This is an optimization exercise on Yosys and OpenROAD, whose aim is small area, a short achievable clock period and few clock cycles, not a production implementation.
Only simulation tests tie the RTL to the original design; equivalence was not proved.

## fbp_framer_rx
module fbp_framer_rx (
    input  wire        clk,
    input  wire        rst,
    input  wire        in_valid,
    input  wire [7:0]  in_data,
    output wire        in_ready,
    output reg         ev_valid,
    output reg  [1:0]  ev_kind,
    output reg  [4:0]  ev_type,
    output reg  [10:0] ev_id,
    output reg  [15:0] ev_meta,
    output reg  [7:0]  ev_len,
    output reg         pl_valid,
    output reg  [7:0]  pl_data,
    output reg         pl_last,
    output reg         busy,
    output reg  [31:0] stat_ignored,
    output reg  [31:0] stat_resync
);
export LEC_CHECK = 0
export ABC_AREA = 1
export CAP_MARGIN = 20
export CORE_MARGIN = 2
export CORE_UTILIZATION = 50
export PLACE_DENSITY = 0.65
export SLEW_MARGIN = 20
create_clock -name core_clock -period 12.0 [get_ports {clk}]
standard.sh (not shown) runs the stock make flow with config.mk's settings and CLKGATE_MAP_FILE= SYNTH_SCRIPT=/design/flow/synth_recipe.tcl, a recipe that flattens the netlist after the stock synthesis.
==> flow/flow/run.sh <==
#!/bin/bash
# Standard layout, with the setup repair aiming at a tighter slack than the clock needs
# and a clock tree built from larger sink clusters without dummy loads.
set -euo pipefail
export SETUP_SLACK_MARGIN=8.6
export CTS_ARGS="-sink_clustering_enable -repair_clock_nets -sink_clustering_size 35 -sink_clustering_max_diameter 60 -buf_list {sky130_fd_sc_hd__clkbuf_8 sky130_fd_sc_hd__clkbuf_16} -dont_use_dummy_load"
bash standard.sh > standard_flow.log 2>&1
The baseline finished with timing, DRC and antenna clean.
Testbench counts at the start, summed over its fixed seeds: cycles 42,615.
Edit:
==> flow/flow/run.sh (replaced) <==
#!/bin/bash
# Standard layout, with the setup repair aiming at a tighter slack than the clock needs
# and a clock tree built from larger sink clusters without dummy loads.
set -euo pipefail
export SETUP_SLACK_MARGIN=8.6
export CTS_ARGS="-sink_clustering_enable -repair_clock_nets -sink_clustering_size 40 -sink_clustering_max_diameter 50 -buf_list {sky130_fd_sc_hd__clkbuf_8 sky130_fd_sc_hd__clkbuf_16} -dont_use_dummy_load"
bash standard.sh > standard_flow.log 2>&1
Effect:
- via count climbs by about 0.3%
- final area rises by about 1%
- synthesized area does not change
- maximum frequency falls by 1.3%

---

Another version of the RTL of fbp_framer_rx (not shown whole).
Size in the first run: ~4900 cells after synthesis, roughly 130 I/O pins.
Design fbp_framer_rx, start of the top module:
module fbp_framer_rx (
    input  wire        clk,
    input  wire        rst,
    input  wire        in_valid,
    input  wire [7:0]  in_data,
    output wire        in_ready,
    output reg         ev_valid,
    output reg  [1:0]  ev_kind,
    output reg  [4:0]  ev_type,
    output reg  [10:0] ev_id,
    output reg  [15:0] ev_meta,
    output reg  [7:0]  ev_len,
    output reg         pl_valid,
    output reg  [7:0]  pl_data,
    output reg         pl_last,
    output reg         busy,
    output reg  [31:0] stat_ignored,
    output reg  [31:0] stat_resync
);
    localparam integer M  = 16;          
    localparam integer K  = 17;          
    localparam integer L  = M * K;       
    localparam integer QD = 4;           
    localparam [2:0] S_SOF1  = 3'd0,
                     S_SOF2  = 3'd1,
                     S_FTYPE = 3'd2,
                     S_DHDR  = 3'd3,
                     S_STORE = 3'd4;
    localparam [1:0] EV_DATA  = 2'd1,
                     EV_LINK  = 2'd2,
                     EV_ERROR = 2'd3;
    localparam [31:0] CRC_RESIDUE = 32'hDEBB20E3;
    function [8:0] padd(input [8:0] x, input [3:0] k);
        reg [9:0] s;
        begin
            s = {1'b0, x} + {6'd0, k};
            padd = (s >= L) ? s - L : s[8:0];
        end
    endfunction
    function [8:0] psub(input [8:0] a, input [8:0] b);
        reg [9:0] s;
        begin
            s = {1'b0, a} - {1'b0, b};
            psub = s[9] ? s + L : s[8:0];
        end
    endfunction
    function [4:0] tapidx(input [8:0] a, input [8:0] t);
        reg [5:0] d;
        begin
            d = {1'b0, a[8:4]} - {1'b0, t[8:4]};
            tapidx = d[5] ? d[4:0] + K : d[4:0];
        end
    endfunction
    function [7:0] lencrc(input [7:0] x);
        reg [7:0] c;
        integer i;
        begin
            c = x;
            for (i = 0; i < 8; i = i + 1)
                c = c[7] ? ((c << 1) ^ 8'hD7) : (c << 1);
            lencrc = c;
        end
    endfunction
    function [31:0] crc32_byte(input [31:0] c_in, input [7:0] d);
        reg [31:0] c;
  ...
Settings: LEC_CHECK=0, CAP_MARGIN=20, CORE_MARGIN=2, CORE_UTILIZATION=50, PLACE_DENSITY=0.65, SLEW_MARGIN=20; clock period 12.0 ns.
==> flow/flow/run.sh <==
#!/bin/bash
# Standard layout, with the setup repair aiming at a tighter slack than the clock needs
# and a clock tree built from larger sink clusters without dummy loads.
set -euo pipefail
export SETUP_SLACK_MARGIN=8.6
export CTS_ARGS="-sink_clustering_enable -repair_clock_nets -sink_clustering_size 35 -sink_clustering_max_diameter 60 -buf_list {sky130_fd_sc_hd__clkbuf_8 sky130_fd_sc_hd__clkbuf_16} -dont_use_dummy_load"
bash standard.sh > standard_flow.log 2>&1
Testbench counts at the start, summed over its fixed seeds: cycles 42,455.
Edit:
- ABC_AREA: default -> 1
Result:
- setup slack gets worse by 0.013 ns
- sequential cell count is unchanged
- cell count rose by 8.9%

## port drivers added, routing unchanged
No port has a modelled driver above. Below, the same layouts with a new extraction and two added sets of constraints.
Step 1 (the two cells are an assumption about what drives the block):
set clk [get_ports {clk}]
set_driving_cell -lib_cell sky130_fd_sc_hd__clkbuf_16 $clk
set_driving_cell -lib_cell sky130_fd_sc_hd__buf_2 [delete_from_list [all_inputs] $clk]
Step 2, shift: input delay + t, output delay - t, t = (earliest + latest rising clock arrival at the registers) / 2. This alone moves slack from input paths to output paths.
Slacks: ideal / step 1 / step 2; pairs: ideal / step 1.
| run | t, ns | slack for setup (ns) | worst setup path at the end | clock arrival spread, ns | pins driven straight from the clock port |
|---|---|---|---|---|---|
| the first run of note 1 | 0.788 | 8.403 / 8.328 / 8.241 | input to register | 0.121 / 0.121 | 1 |
| the second run of note 1 | 0.833 | 8.356 / 8.281 / 8.264 | input to register | 0.119 / 0.119 | 1 |
| the first run of note 2 | 0.815 | 8.372 / 8.295 / 8.111 | input to register | 0.107 / 0.107 | 1 |
| the second run of note 2 | 0.804 | 8.359 / 8.284 / 8.130 | input to register | 0.138 / 0.137 | 1 |
After both steps setup and hold are still met in every run listed. For the first run of note 2, which loses most, drivers alone change the setup slack by -0.077 ns; drivers and shift together by -0.261 ns.
